Source: an optimization exercise on an open RTL-to-GDS flow (aim: small area, a short achievable clock period and few clock cycles). Production flows keep margins and buffers that such runs may drop. The RTL was checked by simulation tests, not by an equivalence proof against the original design. Power and IR drop assume default switching activity.

[design/flow/design.v]
module nes_bankbus (
    input             clk,
    input             rst,
    input      [7:0]  cfg_song,
    input      [7:0]  cfg_region,
    input      [15:0] cfg_init_addr,
    input      [15:0] cfg_play_addr,
    input      [15:0] cfg_load_addr,
    input      [15:0] cfg_vec_nmi,
    input      [15:0] cfg_vec_irq,
    input      [63:0] cfg_bank_init,
    input      [20:0] cfg_file_len,
    input             req_valid,
    output            req_ready,
    input      [1:0]  req_op,       
    input      [15:0] req_addr,
    input      [7:0]  req_wdata,
    output reg        resp_valid,
    output reg [7:0]  resp_rdata,
    output reg        resp_err,
    output reg        fault,
    output reg        fault_io,
    output reg        apu_valid,
    output reg [15:0] apu_addr,
    output reg [7:0]  apu_data,
    output reg        mem_en,
    output reg        mem_we,
    output reg [16:0] mem_addr,
    output reg [7:0]  mem_wdata,
    input      [7:0]  mem_rdata,
    output reg        file_en,
    output reg [20:0] file_addr,
    input      [7:0]  file_rdata,
    input             file_bad
);
    localparam C = 10;
    localparam OP_RD   = 2'd0;
    localparam OP_WR   = 2'd1;
    localparam W_UNMAP = 2'd0;
    localparam W_CACHE = 2'd1;
    localparam W_FLAT  = 2'd2;
    localparam S_IDLE  = 4'd0;
    localparam S_EXEC  = 4'd1;
    localparam S_MEMRD = 4'd2;
    localparam S_ZERO  = 4'd3;
    localparam S_LB    = 4'd4;
    localparam S_FRD   = 4'd5;
    localparam S_FWR   = 4'd6;
    localparam S_INST  = 4'd7;
    localparam S_CRD   = 4'd8;
    localparam S_CWR   = 4'd9;
    localparam S_CEND  = 4'd10;
    reg [3:0]  state;
    reg [1:0]  op_q;
    reg [15:0] addr_q;
    reg [7:0]  wdata_q;
    reg [14:0] cnt;
    reg [7:0]  apu_regs  [0:23];
    reg [7:0]  bank_regs [0:7];
    reg [1:0]  win_kind  [0:7];
    reg [3:0]  win_slot  [0:7];
    reg        slot_loaded [0:C-1];
    reg [7:0]  slot_bank   [0:C-1];
    reg        lru_v [0:C-1];
    reg [7:0]  lru_b [0:C-1];
    reg [2:0]  lb_r;
    reg [7:0]  lb_b;
    reg [3:0]  lb_v;
    reg        lb_init;
    reg        io_err;
    integer i;
    assign req_ready = (state == S_IDLE);
    wire is_ram  = (addr_q < 16'h0800);
    wire is_shim = (addr_q >= 16'h1000) && (addr_q <= 16'h107F);
    wire is_apu  = (addr_q >= 16'h4000) && (addr_q <= 16'h4017);
    wire is_bank = (addr_q >= 16'h5FF8);
    wire is_rom  = (addr_q >= 16'h8000) && (addr_q <= 16'hFFF9);
    wire is_vec  = (addr_q >= 16'hFFFA);
    wire is_bankreg = is_bank && (addr_q <= 16'h5FFF);
    wire [2:0] rom_k    = addr_q[14:12];
    wire [1:0] rom_kind = win_kind[rom_k];
    wire [3:0] rom_slot = win_slot[rom_k];
    reg [7:0] shim_byte;
    always @* begin
        case (addr_q[6:0])
            7'h00: shim_byte = 8'hA9;
            7'h01: shim_byte = cfg_song;
            7'h02: shim_byte = 8'hA2;
            7'h03: shim_byte = cfg_region;
            7'h04: shim_byte = 8'h20;
            7'h05: shim_byte = cfg_init_addr[7:0];
            7'h06: shim_byte = cfg_init_addr[15:8];
            7'h07: shim_byte = 8'h20;
            7'h08: shim_byte = cfg_play_addr[7:0];
            7'h09: shim_byte = cfg_play_addr[15:8];
            7'h0A: shim_byte = 8'h4C;
            7'h0B: shim_byte = 8'h07;
            7'h0C: shim_byte = 8'h10;
            7'h0D: shim_byte = 8'hEA;
            7'h0E: shim_byte = 8'hEA;
            7'h0F: shim_byte = 8'hEA;
            7'h10: shim_byte = 8'hEA;
            default: shim_byte = 8'h00;
        endcase
    end
    reg [7:0] vec_byte;
    always @* begin
        case (addr_q[2:0])
            3'd2: vec_byte = cfg_vec_nmi[7:0];
            3'd3: vec_byte = cfg_vec_nmi[15:8];
            3'd4: vec_byte = 8'h00;
            3'd5: vec_byte = 8'h10;
            3'd6: vec_byte = cfg_vec_irq[7:0];
            default: vec_byte = cfg_vec_irq[15:8];
        endcase
    end
    reg [7:0] reg_rdata;
    always @* begin
        if (is_shim)         reg_rdata = shim_byte;
        else if (is_apu)     reg_rdata = apu_regs[addr_q[4:0]];
        else if (is_bankreg) reg_rdata = bank_regs[addr_q[2:0]];
        else if (is_vec)     reg_rdata = vec_byte;
        else                 reg_rdata = 8'h00;
    end
    reg       hit;
    reg [3:0] hit_slot;
    reg       free_any;
    reg [3:0] free_slot;
    reg [3:0] tail_slot;
    always @* begin
        hit = 1'b0;
        hit_slot = 4'd0;
        free_any = 1'b0;
        free_slot = 4'd0;
        tail_slot = 4'd0;
        for (i = C - 1; i >= 0; i = i - 1) begin
            if (slot_loaded[i] && slot_bank[i] == lb_b) begin
                hit = 1'b1;
                hit_slot = i[3:0];
            end
            if (!slot_loaded[i]) begin
                free_any = 1'b1;
                free_slot = i[3:0];
            end
            if (slot_loaded[i] && slot_bank[i] == lru_b[C-1])
                tail_slot = i[3:0];
        end
    end
    wire [3:0] victim = free_any ? free_slot : tail_slot;
    reg       touch_en;
    reg [7:0] touch_b;
    reg       lru_match [0:C-1];
    reg       shift_at  [0:C-1];
    reg       found;
    always @* begin
        for (i = 0; i < C; i = i + 1)
            lru_match[i] = lru_v[i] && lru_b[i] == touch_b;
        found = 1'b0;
        for (i = C - 1; i >= 0; i = i - 1) begin
            found = found | lru_match[i];
            shift_at[i] = found;    
        end
    end
    wire [11:0] pad = cfg_load_addr[11:0];
    wire [19:0] bank_pos  = {lb_b, cnt[11:0]};
    wire [20:0] fill_off  = 21'h80 + {1'b0, bank_pos} - {9'd0, pad};
    wire        fill_ok   = (bank_pos >= {8'd0, pad}) && (fill_off < cfg_file_len);
    wire [14:0] flat_base = cfg_load_addr[14:0];
    wire [20:0] cont_off  = 21'h80 + {6'd0, cnt} - {6'd0, flat_base};
    wire        cont_ok   = (cnt >= flat_base) && (cnt != 15'h7FFF) && (cont_off < cfg_file_len);
    wire        banked = |cfg_bank_init;
    wire [7:0]  init_bank_next = cfg_bank_init[{lb_r + 3'd1, 3'b000} +: 8];
    always @* begin
        mem_en = 1'b0;
        mem_we = 1'b0;
        mem_addr = 17'd0;
        mem_wdata = 8'h00;
        file_en = 1'b0;
        file_addr = 21'd0;
        case (state)
            S_EXEC: begin
                if (op_q == OP_RD && is_ram) begin
                    mem_en = 1'b1;
                    mem_addr = {6'd0, addr_q[10:0]};
                end else if (op_q == OP_RD && is_rom && rom_kind == W_CACHE) begin
                    mem_en = 1'b1;
                    mem_addr = {1'b0, rom_slot + 4'd1, addr_q[11:0]};
                end else if (op_q == OP_RD && is_rom && rom_kind == W_FLAT) begin
                    mem_en = 1'b1;
                    mem_addr = {1'b1, 1'b0, addr_q[14:0]};
                end else if (op_q == OP_WR && is_ram) begin
                    mem_en = 1'b1;
                    mem_we = 1'b1;
                    mem_addr = {6'd0, addr_q[10:0]};
                    mem_wdata = wdata_q;
                end
            end
            S_ZERO: begin
                mem_en = 1'b1;
                mem_we = 1'b1;
                mem_addr = {6'd0, cnt[10:0]};
            end
            S_FRD: begin
                file_en = 1'b1;
                file_addr = fill_off;
            end
            S_FWR: begin
                mem_en = 1'b1;
                mem_we = 1'b1;
                mem_addr = {1'b0, lb_v + 4'd1, cnt[11:0]};
                mem_wdata = fill_ok ? file_rdata : 8'h00;
            end
            S_CRD: begin
                file_en = 1'b1;
                file_addr = cont_off;
            end
            S_CWR: begin
                mem_en = 1'b1;
                mem_we = 1'b1;
                mem_addr = {2'b10, cnt};
                mem_wdata = cont_ok ? file_rdata : 8'h00;
            end
            default: ;
        endcase
    end
    always @* begin
        touch_en = 1'b0;
        touch_b = lb_b;
        if (state == S_EXEC && op_q == OP_RD && is_rom && rom_kind == W_CACHE) begin
            touch_en = 1'b1;
            touch_b = slot_bank[rom_slot];
        end else if (state == S_LB && hit) begin
            touch_en = 1'b1;
        end else if (state == S_INST && !io_err) begin
            touch_en = 1'b1;
        end
    end
    always @(posedge clk) begin
        if (rst) begin
            state <= S_IDLE;
            resp_valid <= 1'b0;
            resp_rdata <= 8'h00;
            resp_err <= 1'b0;
            fault <= 1'b0;
            fault_io <= 1'b0;
            apu_valid <= 1'b0;
            for (i = 0; i < C; i = i + 1) begin
                slot_loaded[i] <= 1'b0;
                slot_bank[i] <= 8'h00;
                lru_v[i] <= 1'b0;
                lru_b[i] <= 8'h00;
            end
            for (i = 0; i < 8; i = i + 1) begin
                win_kind[i] <= W_UNMAP;
                win_slot[i] <= 4'd0;
            end
        end else begin
            resp_valid <= 1'b0;
            apu_valid <= 1'b0;
            if (touch_en) begin
                for (i = 1; i < C; i = i + 1) begin
                    if (shift_at[i] || !found) begin
                        lru_v[i] <= lru_v[i-1];
                        lru_b[i] <= lru_b[i-1];
                    end
                end
                lru_v[0] <= 1'b1;
                lru_b[0] <= touch_b;
            end
            case (state)
                S_IDLE: begin
                    if (req_valid) begin
                        op_q <= req_op;
                        addr_q <= req_addr;
                        wdata_q <= req_wdata;
                        if (fault) begin
                            resp_valid <= 1'b1;
                            resp_rdata <= 8'h00;
                            resp_err <= 1'b1;
                        end else begin
                            state <= S_EXEC;
                        end
                    end
                end
                S_EXEC: begin
                    if (op_q == OP_RD) begin
                        if (is_ram || (is_rom && rom_kind != W_UNMAP)) begin
                            state <= S_MEMRD;
                        end else begin
                            resp_valid <= 1'b1;
                            resp_rdata <= reg_rdata;
                            resp_err <= 1'b0;
                            state <= S_IDLE;
                        end
                    end else if (op_q == OP_WR) begin
                        if (is_apu) begin
                            apu_regs[addr_q[4:0]] <= wdata_q;
                            if (addr_q != 16'h4016) begin
                                apu_valid <= 1'b1;
                                apu_addr <= addr_q;
                                apu_data <= wdata_q;
                            end
                        end
                        if (is_bankreg && wdata_q != bank_regs[addr_q[2:0]]) begin
                            bank_regs[addr_q[2:0]] <= wdata_q;
                            lb_r <= addr_q[2:0];
                            lb_b <= wdata_q;
                            lb_init <= 1'b0;
                            state <= S_LB;
                        end else begin
                            resp_valid <= 1'b1;
                            resp_rdata <= 8'h00;
                            resp_err <= 1'b0;
                            state <= S_IDLE;
                        end
                    end else begin
                        if (cfg_load_addr < 16'h8000) begin
                            fault <= 1'b1;
                            fault_io <= 1'b0;
                            resp_valid <= 1'b1;
                            resp_rdata <= 8'h00;
                            resp_err <= 1'b1;
                            state <= S_IDLE;
                        end else begin
                            for (i = 0; i < 24; i = i + 1)
                                apu_regs[i] <= 8'h00;
                            apu_regs[23] <= 8'h40;
                            for (i = 0; i < 8; i = i + 1)
                                bank_regs[i] <= 8'h00;
                            cnt <= 15'd0;
                            state <= S_ZERO;
                        end
                    end
                end
                S_MEMRD: begin
                    resp_valid <= 1'b1;
                    resp_rdata <= mem_rdata;
                    resp_err <= 1'b0;
                    state <= S_IDLE;
                end
                S_ZERO: begin
                    cnt <= cnt + 15'd1;
                    if (cnt[10:0] == 11'h7FF) begin
                        cnt <= 15'd0;
                        io_err <= 1'b0;
                        if (banked) begin
                            for (i = 0; i < C; i = i + 1) begin
                                slot_loaded[i] <= 1'b0;
                                slot_bank[i] <= 8'h00;
                                lru_v[i] <= 1'b0;
                                lru_b[i] <= 8'h00;
                            end
                            for (i = 0; i < 8; i = i + 1) begin
                                win_kind[i] <= W_UNMAP;
                                win_slot[i] <= 4'd0;
                            end
                            lb_r <= 3'd0;
                            lb_b <= cfg_bank_init[7:0];
                            lb_init <= 1'b1;
                            state <= S_LB;
                        end else begin
                            state <= S_CRD;
                        end
                    end
                end
                S_LB: begin
                    if (hit) begin
                        win_kind[lb_r] <= W_CACHE;
                        win_slot[lb_r] <= hit_slot;
                        if (lb_init && lb_r != 3'd7) begin
                            lb_r <= lb_r + 3'd1;
                            lb_b <= init_bank_next;
                        end else begin
                            resp_valid <= 1'b1;
                            resp_rdata <= 8'h00;
                            resp_err <= 1'b0;
                            state <= S_IDLE;
                        end
                    end else begin
                        if (!free_any) begin
                            lru_v[C-1] <= 1'b0;
                            lru_b[C-1] <= 8'h00;
                            slot_loaded[tail_slot] <= 1'b0;
                            slot_bank[tail_slot] <= 8'h00;
                            for (i = 0; i < 8; i = i + 1) begin
                                if (win_kind[i] == W_CACHE && win_slot[i] == tail_slot) begin
                                    win_kind[i] <= W_UNMAP;
                                    win_slot[i] <= 4'd0;
                                end
                            end
                        end
                        lb_v <= victim;
                        cnt <= 15'd0;
                        io_err <= 1'b0;
                        state <= S_FRD;
                    end
                end
                S_FRD: begin
                    state <= S_FWR;
                end
                S_FWR: begin
                    if (fill_ok && file_bad)
                        io_err <= 1'b1;
                    cnt <= cnt + 15'd1;
                    if (cnt[11:0] == 12'hFFF)
                        state <= S_INST;
                    else
                        state <= S_FRD;
                end
                S_INST: begin
                    if (io_err) begin
                        fault <= 1'b1;
                        fault_io <= 1'b1;
                        resp_valid <= 1'b1;
                        resp_rdata <= 8'h00;
                        resp_err <= 1'b1;
                        state <= S_IDLE;
                    end else begin
                        slot_loaded[lb_v] <= 1'b1;
                        slot_bank[lb_v] <= lb_b;
                        win_kind[lb_r] <= W_CACHE;
                        win_slot[lb_r] <= lb_v;
                        if (lb_init && lb_r != 3'd7) begin
                            lb_r <= lb_r + 3'd1;
                            lb_b <= init_bank_next;
                            state <= S_LB;
                        end else begin
                            resp_valid <= 1'b1;
                            resp_rdata <= 8'h00;
                            resp_err <= 1'b0;
                            state <= S_IDLE;
                        end
                    end
                end
                S_CRD: begin
                    state <= S_CWR;
                end
                S_CWR: begin
                    if (cont_ok && file_bad)
                        io_err <= 1'b1;
                    cnt <= cnt + 15'd1;
                    if (cnt == 15'h7FFF)
                        state <= S_CEND;
                    else
                        state <= S_CRD;
                end
                S_CEND: begin
                    if (io_err) begin
                        fault <= 1'b1;
                        fault_io <= 1'b1;
                        resp_valid <= 1'b1;
                        resp_rdata <= 8'h00;
                        resp_err <= 1'b1;
                    end else begin
                        for (i = 0; i < 8; i = i + 1) begin
                            win_kind[i] <= W_FLAT;
                            win_slot[i] <= 4'd0;
                        end
                        resp_valid <= 1'b1;
                        resp_rdata <= 8'h00;
                        resp_err <= 1'b0;
                    end
                    state <= S_IDLE;
                end
                default: state <= S_IDLE;
            endcase
        end
    end
endmodule
[design/flow/run.sh]
#!/bin/bash
# synth_recipe.tcl (not shown) runs the flow's synth.tcl, then flattens the netlist and writes it again
# the make line also repeats each setting of config.mk as NAME=value (left out here)
make -C /OpenROAD-flow-scripts/flow DESIGN_CONFIG=/design/flow/config.mk WORK_HOME=/design/flow/orfs CLKGATE_MAP_FILE= SYNTH_SCRIPT=/design/flow/synth_recipe.tcl finish
[design/flow/config.mk]
export PLATFORM = sky130hd
export DESIGN_NAME = nes_bankbus
export DESIGN_NICKNAME = nes_bankbus
export VERILOG_FILES = /design/flow/design.v
export SDC_FILE = /design/flow/constraint.sdc
export NUM_CORES = 4
export LEC_CHECK = 0
export CAP_MARGIN = 20
export CORE_MARGIN = 2
export CORE_UTILIZATION = 40
export PLACE_DENSITY = 0.6
export SLEW_MARGIN = 20
[design/flow/constraint.sdc]
create_clock -name core_clock -period 12.0 [get_ports {clk}]
set_input_delay 2.4000 -clock core_clock [delete_from_list [all_inputs] [get_ports {clk}]]
set_output_delay 2.4000 -clock core_clock [all_outputs]
set_load 0.01 [all_outputs]
==> results by group <==
STA
  – Period utilisation layout: about 92%
  – Setup TNS: 0 ns
  – Post-Route Skew: about 0.047 ns
  – Fin crit period: between 10 and 15 ns
  – Hold Vio Cnt, Final: 0
  – Worst slew margin: between 10% and 20%
  – Final setup violation count: 0
  – RSZ-0062 raised after global routing: no
  – Highest clock rate: around 0.09 GHz
  – Worst-Margin Slew: around 1.2 ns
  – Slew Limit Fails: 0

Drt
  – Routed wl met2: about 66 mm
  – Iter 0 DRT Violations: 3781
  – Vias per std cell: 5.86
  – Top sig layer: met4
  – First-pass DRT Iterations: 5
  – Vias post-DR: 32.7k
  – Wire length on met1: 58.1 mm
  – Antenna Nets Post-Route: 0
  – DRC: 0
  – Detail Route met3 WL: approximately 10 mm
  – Drt wl/cell: roughly 25 µm
  – Drt total wl: 139 mm

Floorplan
  – Initial core utilization: about 40%
  – Die Y: between 300 and 400 µm
  – Number of cell rows: between 100 and 150
  – IO Count: about 310
  – Core box area: roughly 99000 µm²
  – Die area: 102000 µm²
  – Die Wd: between 300 and 400 µm

Place
  – GP Congestion: roughly 0.95
  – Post-Place Cell Area: 44400 µm²
  – HPWL after DPL: 97.4 mm
  – Number of port buffers: roughly 310

Synthesis
  – Top-area cell type share of the netlist area: between 20 and 25%
  – Unique masters post-synth: 107
  – YS warnings: 5
  – Post-synth EDFFs: between 300 and 400
  – Register area share after synthesis: about 43%
  – Synthesized cell area: roughly 40000 µm²
  – Area contributors post-synth: edfxtp_1, dfxtp_1, mux4_2, mux2i_1, xnor2_1
  – Synth Area per Inst: 10.1 µm²
  – Dominant synthesized flop cell: dfxtp_1
  – Cell taking the most area after synthesis: edfxtp_1
  – Synth Instances: between 3k and 4k
  – Async set-reset flop share out of synthesis: 0%
  – #FFs+latches synth: around 700

Clock tree
  – CTS Buffer Depth: 3
  – Clk latency of the worst-skew pair: roughly 0.66 ns
  – Root Buffer: clkbuf_16
  – Worst-path clk slew: around 0.060 ns
  – Cts bufs inserted: 80
  – CTS resizes: 0
  – Setup Fix Bufs, Post-CTS: 0
  – CTS Sinks: between 700 and 800
  – CTS tree: built
  – H-tree depth: 3
  – # hold bufs at CTS: 0

Layout
  – Fraction of layout cells with a size suffix above 1: about a tenth
  – Nets: approximately 4.5k
  – Layout area overhead: 18.3%
  – Most frequent cells in the layout: nor2_1, dfxtp_1, nand2_1
  – Final Instance Area: around 47000 µm²
  – Commonest non-fill, non-tap cell in the layout: nor2_1

Worst hold path
  – WHS Path Cells: 2
  – Hold Crit Class: flip-flop to flip-flop
  – WHS Endpoint: apu_regs[6][3]$_SDFFE_PP0P_
  – Hold path start: apu_regs[6][3]$_SDFFE_PP0P_

Outcome
  – Outcome: finished clean

Worst setup path
  – WP data required: ~9.6 ns
  – CP arrival: just under 9 ns
  – Critical Path Start: cfg_load_addr[1]
  – Most frequent CP cell: a21oi_1
  – FF-to-FF setup slack: around 5.6 ns
  – R2R depth: 14
  – Crit path buf inv count: 5
  – Type of origin of the critical path: input port
  – Crit-path max cell delay: around 0.64 ns
  – Worst-path fanout max: 9
  – Reg2reg end: lru_b[2][0]$_SDFF_PP0_
  – CP Class: input port to primary output
  – Setup crit end kind: primary output
  – Slowest cell on crit path: a2111oi_0
  – Cell family with most CP delay: compound AO/OA/AOI/OAI gates

Power and ir drop
  – Peak VDD IR: 0.133 mV
  – PwrDens: approximately 120 nW/µm²
  – Leakage power: roughly 18 nW

Global routing
  – GRT Util Overall: 26.5%
  – GRT overflow: 0
  – Initial antenna violation count: 8
  – Largest net degree at the start of global routing: about 260
  – Vias in the first global route: ~31k
  – First-pass GRT wire length: about 210 mm

Flow run
  – Max-cap violation count: 0
synth_stat cells, types with 13 or more instances:
cell and number:
nor2b_1 23, xor2_1 136, nand4_1 46, edfxtp_1 304, clkbuf_1 218, xnor2_1 187, a22o_1 26, mux4_2 143
a21oi_1 198, mux2i_1 280, o22ai_1 20, nand2b_1 24, nor3_1 143, a21o_1 16, dfxtp_1 399, inv_1 110
nor4_1 69, a31oi_1 23, o221ai_1 19, fa_1 13, nand2_1 342, o21ai_0 132, nand3_1 194, and2_1 20
nor2_1 411, buf_1 35, a22oi_1 34, ha_1 78, buf_4 16, buf_2 16, a221oi_1 15, and3_1 16
worst reg2reg max path, stage by stage (launching register included):
cell       delay [ns]
dfxtp_1          0.74
mux4_1           0.68
mux2i_4          0.18
buf_4            0.62
mux4_2           0.76
mux2i_4          0.59
o22ai_1          0.15
a2111oi_0        0.43
nand4_1          0.15
or4_4            0.58
o41ai_4          0.15
nor3_4           0.17
a41oi_2          0.71
mux2i_1          0.28
nor2_1           0.05
layout make-up:
class / count / area (µm²)
timing repair buffer: 418 / 3950
clock inverter: 30 / 420
tap: 1287 / 1610
clock buffer: 116 / 2270
fill: 9192 / 51400
multi-input combinational: 2910 / 21300
antenna: 8 / 20.0
inverter: 112 / 420
sequential: 703 / 17100
stage by stage:
step	hold WS, ns	setup WS [ns]	std cells	util [%]	total power [mW]
3_3_place_gp	0.439	0.992	5428	45.0	3.35
4_1_cts	0.453	0.974	5574	47.8	5.84
3_5_place_dp	0.445	1.01	5428	45.0	3.35
6_report	0.453	0.946	5584	47.8	5.82
2_1_floorplan	0.424	2.59	4027	-	3.07
5_1_grt	0.470	0.378	5583	47.8	5.99
sequential cells by signal, indices dropped and copies added, names as in the netlist, 15 cells and up, named ones only:
register   cells
lru_b         80
apu_regs     256
addr_q        16
cnt           15
apu_addr      16
slot_bank    128
bank_regs     64
win_kind      16
win_slot      32
where the power goes:
group          total, mW  internal [mW]  switching, mW
Sequential          2.59           2.53         0.0572
Combinational      0.726          0.304          0.422
Clock               2.50           1.44           1.06
cells by family after synthesis:
| group | after synthesis | synth area share (%) |
|---|---|---|
| AO/OA/AOI/OAI | 636 | 10.5 |
| XOR/XNOR | 323 | 7.10 |
| multiplexers | 448 | 16.2 |
| AND/OR/NAND/NOR | 1348 | 15.6 |
| flip-flops | 703 | 42.9 |
| adder cells (fa/ha/maj) | 91 | 3.10 |
| buffers and inverters | 414 | 4.42 |
| other | 1 | 0.00941 |
worst max path at each step:
stage / end / cells past startpoint
after CTS: mem_wdata[0] / 27
after detailed placement: mem_wdata[1] / 27
final: mem_wdata[0] / 27
after floorplan: mem_wdata[0] / 22
after global routing: mem_wdata[4] / 27
after global placement: mem_wdata[3] / 27
metal layers:
layer / vias to the layer above / track usage (%)
li1: 14900 / -
met1: 16200 / 35.3
met2: 1370 / 43.1
met3: 260 / 4.87
met4: 0 / 9.72
met5: - / 0
Testbench counts, summed over its fixed seeds: cycles 1,406,072.

separate check: timing with driven ports:
The flow's constraints put no driver on any port. The routed layout listed below was extracted and timed again, unchanged, in two steps. Step 1, drivers: a clkbuf_16 drives clk and a buf_2 each remaining input, both assumed. Step 2 times the ports against the registers' clock, not the clock port: input delays grow and output delays shrink by t, the midpoint of the rising clock arrivals with the driver on. Slacks: no drivers / after step 1 / after step 2; pairs: no drivers / after step 1.
t (ns): 0.707
setup slack, ns: 0.946 / 0.923 / 0.923
worst hold slack (ns): 0.453 / 0.453 / 0.453
slew at the worst register clock pin (ns): 0.07 / 0.07
worst slew at a driven data input, ns: 0.12
After both steps this run still meets setup and hold. The setup slack of this run moves by -0.023 ns with the drivers and by -0.023 ns with both steps.
